This design comes from an exercise in tuning for small area, a short achievable clock period and few clock cycles on the open sky130 flow, not from production work. Only simulation tests tie the RTL to the original design; equivalence was not proved. Power and IR drop assume default switching activity.

// peak_detector
module peak_detector (
    input  wire        clk,
    input  wire        rst,         
    input  wire        in_valid,
    output wire        in_ready,
    input  wire [63:0] in_data,
    input  wire        in_last,
    output reg         done,
    output wire [4:0]  peak_count,
    input  wire [4:0]  rd_idx,
    output wire [14:0] rd_bin,
    output wire [63:0] rd_amp,
    output reg  [14:0] absmax_bin,
    output wire [63:0] absmax_amp
);
export LEC_CHECK = 0
export CAP_MARGIN = 20
export CORE_MARGIN = 2
export CORE_UTILIZATION = 50
export CTS_BUF_LIST = sky130_fd_sc_hd__clkbuf_4 sky130_fd_sc_hd__clkbuf_8
export SETUP_SLACK_MARGIN = 3.0
export SLEW_MARGIN = 20
create_clock -name core_clock -period 7.5 [get_ports {clk}]
run.sh (not shown) runs the stock make flow with config.mk's settings and CLKGATE_MAP_FILE= SYNTH_SCRIPT=/design/flow/synth_recipe.tcl, a recipe that flattens the netlist after the stock synthesis.
Testbench counts at the start, summed over its fixed seeds: cycles 59,226.
==> next run, changes <==
==> flow/config.mk (replaced) <==
export PLATFORM = sky130hd
export DESIGN_NAME = peak_detector
export DESIGN_NICKNAME = peak_detector
export VERILOG_FILES = /design/flow/design.v
export SDC_FILE = /design/flow/constraint.sdc
export NUM_CORES = 8
export LEC_CHECK = 0
export CAP_MARGIN = 40
export CORE_MARGIN = 2
export CORE_UTILIZATION = 30
export SETUP_SLACK_MARGIN = 3.0
export SLEW_MARGIN = 40
Effect: The changed run produced a clean layout. Setup slack degrades by 0.090 ns. Final cell count rises by 12%. Routed wire length barely changes. Non-clock buffer count falls by 13.
==> next run, changes <==
--- a/flow/config.mk
+++ b/flow/config.mk
@@ -6,7 +6,9 @@
 export NUM_CORES = 8
 export LEC_CHECK = 0
-export CAP_MARGIN = 40
+export CAP_MARGIN = 20
 export CORE_MARGIN = 2
-export CORE_UTILIZATION = 30
-export SETUP_SLACK_MARGIN = 3.0
-export SLEW_MARGIN = 40
+export CORE_UTILIZATION = 60
+export CTS_CLUSTER_DIAMETER = 60
+export CTS_CLUSTER_SIZE = 30
+export SETUP_SLACK_MARGIN = 2.0
+export SLEW_MARGIN = 20
Result: The changed run finished clean; critical path depth came out higher by 1; total power came out lower by 12%; utilization came out higher by 33 points.
==> next run, changes <==
==> flow/flow/run.sh (new file) <==
#!/bin/bash
# Own flow: the standard layout, except that the synthesis maps the
# combinational logic with an area-oriented ABC script (flow/area.script).
# Registers are mapped exactly as in the standard synthesis (ABC only sees
# combinational logic). Each tool's output goes to its own log here.
set -euo pipefail
W=$PWD
{
  echo 'proc abc {args} {'
  echo '  set i [lsearch $args -script]'
  echo "  set args [lreplace \$args [expr {\$i+1}] [expr {\$i+1}] $W/flow/area.script]"
  echo '  yosys abc {*}$args'
  echo '}'
  cat synth_recipe.tcl
} > my_synth.tcl
sed "s#SYNTH_SCRIPT=[^ ]*#SYNTH_SCRIPT=$W/my_synth.tcl#" standard.sh > my_standard.sh
bash my_standard.sh synth > synth.log 2>&1
bash my_standard.sh finish > layout.log 2>&1
==> flow/flow/area.script (new file) <==
&get -n
&st
&dch
&nf -R 1000 -a
&put
topo
stime -c
==> flow/standard.sh (new file) <==
#!/bin/bash
# synth_recipe.tcl (not shown) runs the flow's synth.tcl, then flattens the netlist and writes it again
# the make line also repeats each setting of config.mk as NAME=value (left out here)
make -C /OpenROAD-flow-scripts/flow DESIGN_CONFIG=/design/flow/config.mk WORK_HOME=/design/flow/orfs CLKGATE_MAP_FILE= SYNTH_SCRIPT=/design/flow/synth_recipe.tcl "${@:-finish}"
--- a/flow/config.mk
+++ b/flow/config.mk
@@ -8,7 +8,5 @@
 export CAP_MARGIN = 20
 export CORE_MARGIN = 2
-export CORE_UTILIZATION = 60
-export CTS_CLUSTER_DIAMETER = 60
-export CTS_CLUSTER_SIZE = 30
-export SETUP_SLACK_MARGIN = 2.0
+export CORE_UTILIZATION = 50
+export SETUP_SLACK_MARGIN = 2.5
 export SLEW_MARGIN = 20
removed: flow/run.sh
Synthesized area goes down by roughly a tenth.
Utilization shrinks by 6.5 points.
Sequential share of layout area is higher by 0.43 points.
Setup slack is worse by 0.22 ns.
Worst hold slack gains 0.040 ns.
Final cell count decreases slightly.
Die area climbs by a little under a tenth.
Global-route usage drops by 16 points.
Via count shrinks by about a fifth.

* * *

The RTL this note starts from:
==> flow/design.v <==
module peak_detector (
    input  wire        clk,
    input  wire        rst,         
    input  wire        in_valid,
    output wire        in_ready,
    input  wire [63:0] in_data,
    input  wire        in_last,
    output reg         done,
    output wire [4:0]  peak_count,
    input  wire [4:0]  rd_idx,
    output wire [14:0] rd_bin,
    output wire [63:0] rd_amp,
    output reg  [14:0] absmax_bin,
    output wire [63:0] absmax_amp
);
    localparam CAP = 20;
    localparam PW  = 24;             
    localparam LW  = 63 - PW;        
    function automatic [1:0] ucmp(input [63:0] x, input [63:0] y);
        reg [63:0] g, p;
        integer i, w;
        begin
            for (i = 0; i < 64; i = i + 1) begin
                g[i] = x[i] & ~y[i];
                p[i] = x[i] | ~y[i];
            end
            for (w = 64; w > 1; w = w / 2)
                for (i = 0; i < w / 2; i = i + 1) begin
                    g[i] = g[2*i+1] | (p[2*i+1] & g[2*i]);
                    p[i] = p[2*i+1] & p[2*i];
                end
            ucmp = {g[0], p[0]};
        end
    endfunction
    function automatic is_nan(input [63:0] x);
        is_nan = (&x[62:52]) && (|x[51:0]);
    endfunction
    reg  [14:0]    cnt;          
    reg  [63:0]    prev1;        
    reg            rising_r;     
    reg  [CAP-1:0] ger;          
    reg  [CAP-1:0] eqr;          
    reg            rdy;
    reg  [4:0]     count;
    reg  [CAP-1:0] vmask;        
    reg  [CAP-1:0] pick;         
    reg            first;        
    reg            tph;          
    reg  [62:0]    amax;
    reg  [62:0]    amp  [0:CAP-1];
    reg  [14:0]    bin  [0:CAP-1];
    reg  [4:0]     rank [0:CAP-1];
    assign in_ready   = rdy;
    assign peak_count = count;
    assign absmax_amp = {1'b0, amax};
    wire beat  = in_valid & rdy;
    wire full  = vmask[CAP-1];
    reg [CAP-1:0] valid, wr19, wfill, gtp, eqp, sel;
    reg [1:0]     c;
    integer k;
    always @(*) begin
        for (k = 0; k < CAP; k = k + 1) begin
            valid[k] = vmask[k];
            wr19[k]  = (rank[k] == 5'd19);
            wfill[k] = ~vmask[k] & ((k == 0) ? 1'b1 : vmask[(k == 0) ? 0 : k-1]);
            c        = ucmp({{(64-PW){1'b0}}, amp[k][62:LW]},
                            {{(64-PW){1'b0}}, in_data[62:LW]});
            gtp[k]   = valid[k] & c[1];
            eqp[k]   = valid[k] & c[0] & ~c[1];
        end
    end
    wire [CAP-1:0] wsel = full ? wr19 : wfill;
    function automatic [CAP-1:0] lowest(input [CAP-1:0] x);
        reg f;
        integer i;
        begin
            f = 1'b0;
            for (i = 0; i < CAP; i = i + 1) begin
                lowest[i] = x[i] & ~f;
                f = f | x[i];
            end
        end
    endfunction
    reg [62:0] mux_amp;
    reg [14:0] mux_bin;
    always @(*) begin
        mux_amp = 63'd0;
        mux_bin = 15'd0;
        for (k = 0; k < CAP; k = k + 1) begin
            sel[k]  = (done & vmask[k] & (rank[k] == rd_idx)) | pick[k];
            mux_amp = mux_amp | (amp[k] & {63{sel[k]}});
            mux_bin = mux_bin | (bin[k] & {15{sel[k]}});
        end
    end
    assign rd_amp = {1'b0, mux_amp};
    assign rd_bin = mux_bin;
    wire [1:0] clow    = ucmp({{(64-LW){1'b0}}, mux_amp[LW-1:0]},
                              {{(64-LW){1'b0}}, prev1[LW-1:0]});
    wire       ge_low  = clow[1] | clow[0];
    wire [1:0] cnb     = ucmp({1'b0, in_data[62:0]}, {1'b0, prev1[62:0]});
    wire       in_gt_p = cnb[1];                   
    wire       in_lt_p = ~(cnb[1] | cnb[0]);       
    wire       in_nan  = is_nan(in_data);
    wire       in_pos  = ~in_data[63] & ~in_nan & (|in_data[62:0]);
    wire       rising  = prev1[63] ? ~is_nan(prev1) : in_gt_p;
    wire       falling = in_data[63] ? ~in_nan : in_lt_p;
    wire [1:0] cmx     = ucmp({1'b0, in_data[62:0]}, {1'b0, amax});
    wire       abs_gt  = ~in_data[63] & ~in_nan & cmx[1];
    wire       cand_pot = in_pos & rising & ~first & ~in_last;
    wire [CAP-1:0] eqr_left = eqr & ~pick;
    wire       need_res = cand_pot & (|eqp);
    wire       hopeless = full & (|(ger & wr19));
    wire       admit    = rising_r & falling & (~full | ~(|(ger & wr19)));
    wire [CAP-1:0] vmask_nx = first ? {CAP{1'b0}} :
                              (admit & ~full) ? {vmask[CAP-2:0], 1'b1} : vmask;
    reg  [4:0] t;
    always @(*) begin
        t = 5'd0;
        for (k = 0; k < CAP; k = k + 1)
            t = t + {4'd0, ger[k]};
    end
    wire [14:0] cand_bin = cnt - 15'd1;
    always @(posedge clk) begin
        if (rst) begin
            cnt      <= 15'd0;
            done     <= 1'b0;
            rdy      <= 1'b1;
            rising_r <= 1'b0;
            eqr      <= {CAP{1'b0}};
            pick     <= {CAP{1'b0}};
            first    <= 1'b1;
        end else if (!rdy) begin
            if (!tph) begin
                pick <= hopeless ? {CAP{1'b0}} : lowest(eqr);
                eqr  <= hopeless ? {CAP{1'b0}} : eqr;
                rdy  <= hopeless;
                tph  <= 1'b1;
            end else begin
                for (k = 0; k < CAP; k = k + 1)
                    if (pick[k]) ger[k] <= ge_low;
                eqr  <= eqr_left;
                pick <= lowest(eqr_left);
                rdy  <= (eqr_left == {CAP{1'b0}});
            end
        end else if (beat) begin
            done  <= in_last;
            first <= in_last;
            vmask <= vmask_nx;
            cnt   <= in_last ? 15'd0 : cnt + 15'd1;
            prev1 <= in_data;
            if (first) begin
                amax       <= 63'd0;
                absmax_bin <= 15'd0;
            end else if (abs_gt) begin
                amax       <= in_data[62:0];
                absmax_bin <= cnt;
            end
            rising_r <= cand_pot;
            ger      <= gtp;
            eqr      <= eqp;
            pick     <= {CAP{1'b0}};
            rdy      <= ~need_res;
            tph      <= 1'b0;
            if (first)
                count <= 5'd0;
            else if (admit) begin
                if (!full) count <= count + 5'd1;
                for (k = 0; k < CAP; k = k + 1) begin
                    if (wsel[k]) begin
                        amp[k]  <= prev1[62:0];
                        bin[k]  <= cand_bin;
                        rank[k] <= t;
                    end else if (valid[k] & ~ger[k])
                        rank[k] <= rank[k] + 5'd1;
                end
            end
        end
    end
endmodule
clock: 7.5 ns
lec_check: 0
cap_margin: 20
core_margin: 2
core_utilization: 65
cts_cluster_diameter: 60
cts_cluster_size: 30
gpl_timing_driven: 1
setup_slack_margin: 2.0
slew_margin: 20
tns_end_percent: 100
standard.sh (not shown) runs the stock make flow with config.mk's settings and CLKGATE_MAP_FILE= SYNTH_SCRIPT=/design/flow/synth_recipe.tcl, a recipe that flattens the netlist after the stock synthesis.
==> flow/flow/run.sh <==
#!/bin/bash
# Own flow: the standard layout (standard.sh) with three changes:
#  * synthesis maps the combinational logic with an area-oriented ABC script
#    (flow/area.script) and keeps ABC off the complex cells listed in
#    flow/abc_dont_use.txt; registers are mapped exactly as in the standard
#    synthesis (ABC only sees combinational logic);
#  * every port still gets a buffer, but a buf_2 (BUFFER_PORTS_ARGS) that the
#    resizer may size up or down;
#  * the resizer may change a cell's footprint (MATCH_CELL_FOOTPRINT=0), so it
#    can size gates up on critical paths;
#  * the flow's parasitic estimates use flow/layer_rc.tcl (the platform's
#    layer RC with the wire capacitance scaled up to match extraction).
# Each tool's output goes to its own log here (synth.log, layout.log and the
# ORFS logs under orfs/logs).
set -euo pipefail
W=$PWD
{
  echo 'proc abc {args} {'
  echo '  set i [lsearch $args -script]'
  echo "  set args [lreplace \$args [expr {\$i+1}] [expr {\$i+1}] $W/flow/area.script]"
  echo "  foreach c {$(cat flow/abc_dont_use.txt | tr '\n' ' ')} { lappend args -dont_use \$c }"
  echo '  yosys abc {*}$args'
  echo '}'
  cat synth_recipe.tcl
} > my_synth.tcl
EXTRA="BUFFER_PORTS_ARGS=\"-buffer_cell sky130_fd_sc_hd__buf_2\" MATCH_CELL_FOOTPRINT=0 LAYER_PARASITICS_FILE=$W/flow/layer_rc.tcl"
sed -e "s#SYNTH_SCRIPT=[^ ]*#SYNTH_SCRIPT=$W/my_synth.tcl#" \
    -e "s#\"\${@:-finish}\"#$EXTRA \"\${@:-finish}\"#" standard.sh > my_standard.sh
bash my_standard.sh synth > synth.log 2>&1
bash my_standard.sh finish > layout.log 2>&1
==> flow/flow/layer_rc.tcl <==
set cs 1.25
set_layer_rc -layer li1 -capacitance [expr {1.499e-04 * $cs}] -resistance 7.176e-02
set_layer_rc -layer met1 -capacitance [expr {1.72375E-04 * $cs}] -resistance 8.929e-04
set_layer_rc -layer met2 -capacitance [expr {1.36233E-04 * $cs}] -resistance 8.929e-04
set_layer_rc -layer met3 -capacitance [expr {2.14962E-04 * $cs}] -resistance 1.567e-04
set_layer_rc -layer met4 -capacitance [expr {1.48128E-04 * $cs}] -resistance 1.567e-04
set_layer_rc -layer met5 -capacitance [expr {1.54087E-04 * $cs}] -resistance 1.781e-05
set_layer_rc -via mcon -resistance 9.249146E-3
set_layer_rc -via via -resistance 4.5E-3
set_layer_rc -via via2 -resistance 3.368786E-3
set_layer_rc -via via3 -resistance 0.376635E-3
set_layer_rc -via via4 -resistance 0.00580E-3
set_wire_rc -signal -layer met1
set_wire_rc -clock -layer met3
Other scripts of this flow, unchanged in this note and not shown: flow/flow/abc_dont_use.txt, flow/flow/area.script
The first run finished with timing, DRC and antenna clean.
Testbench counts at the start, summed over its fixed seeds: cycles 59,252.
Rerun with:
--- a/flow/flow/run.sh
+++ b/flow/flow/run.sh
@@ -8,7 +8,5 @@
 #    resizer may size up or down;
 #  * the resizer may change a cell's footprint (MATCH_CELL_FOOTPRINT=0), so it
-#    can size gates up on critical paths;
-#  * the flow's parasitic estimates use flow/layer_rc.tcl (the platform's
-#    layer RC with the wire capacitance scaled up to match extraction).
+#    can size gates up on critical paths.
 # Each tool's output goes to its own log here (synth.log, layout.log and the
 # ORFS logs under orfs/logs).
@@ -24,5 +22,5 @@
   cat synth_recipe.tcl
 } > my_synth.tcl
-EXTRA="BUFFER_PORTS_ARGS=\"-buffer_cell sky130_fd_sc_hd__buf_2\" MATCH_CELL_FOOTPRINT=0 LAYER_PARASITICS_FILE=$W/flow/layer_rc.tcl"
+EXTRA="BUFFER_PORTS_ARGS=\"-buffer_cell sky130_fd_sc_hd__buf_2\" MATCH_CELL_FOOTPRINT=0"
 sed -e "s#SYNTH_SCRIPT=[^ ]*#SYNTH_SCRIPT=$W/my_synth.tcl#" \
     -e "s#\"\${@:-finish}\"#$EXTRA \"\${@:-finish}\"#" standard.sh > my_standard.sh
Settings changed: SETUP_SLACK_MARGIN 2.0 to 2.2, SLEW_MARGIN 20 to 45.
removed: flow/flow/layer_rc.tcl
- With this change the flow reached the layout checks and failed them: capacitance limit, slew limit
- total power rises slightly
- design area goes down by a few percent
- global-route usage went down by 1.4 points
- worst setup slack improved by 190 ps
- sequential cell count stays the same
- register-to-register slack gains 190 ps
- die area is unchanged
- fmax is higher by a few percent
- clock skew fell by 11 ps
- wire length is lower by a few percent
- worst hold slack is about the same
Rerun with:
Settings changed: CTS_CLUSTER_DIAMETER 60 to 100, CTS_CLUSTER_SIZE 30 to 22, SETUP_SLACK_MARGIN 2.2 to 2.0.
The new run finished with timing, DRC and antenna clean. Core utilization decreases by 3.5 points. Clock skew is about the same. Power decreases by 12%. Via count decreases by 2.5%. Setup slack degrades by 220 ps. Combinational power stays flat. Worst hold slack improves by 16 ps. Fmax decreases by 3.9%.

-- afterwards: timing with drivers on the ports --
The results above use ideal ports. As a check the final layouts listed here were re-extracted and re-timed, cells and wires unchanged. Step 1 (the two cells are an assumption about what drives the block):
set clk [get_ports {clk}]
set_driving_cell -lib_cell sky130_fd_sc_hd__clkbuf_16 $clk
set_driving_cell -lib_cell sky130_fd_sc_hd__buf_2 [delete_from_list [all_inputs] $clk]
Step 2 times the ports against the registers' clock, not the clock port: input delays grow and output delays shrink by t, the midpoint of the rising clock arrivals with the driver on. a / b / c = no drivers / after step 1 / after step 2; a / b = the first two.
run | shift t [ns] | setup WS [ns] | worst register clock-pin slew, ns
the first run of note 1 | 1.187 | 1.856 / 1.791 / 1.633 | 0.08 / 0.08
the second run of note 1 | 1.006 | 1.767 / 1.568 / 1.309 | 0.07 / 0.07
the third run of note 1 | 0.902 | 1.733 / 1.687 / 0.932 | 0.11 / 0.11
the fourth run of note 1 | 0.943 | 1.512 / 1.460 / 0.802 | 0.07 / 0.07
the first run of note 2 | 0.895 | 1.843 / 1.841 / 0.958 | 0.11 / 0.11
the second run of note 2 | 0.899 | 2.029 / 1.808 / 1.155 | 0.10 / 0.10
the third run of note 2 | 0.845 | 1.809 / 1.750 / 1.049 | 0.11 / 0.11
The setup slack of the first run of note 2, which loses most, moves by -0.002 ns with the drivers and by -0.885 ns with both steps.
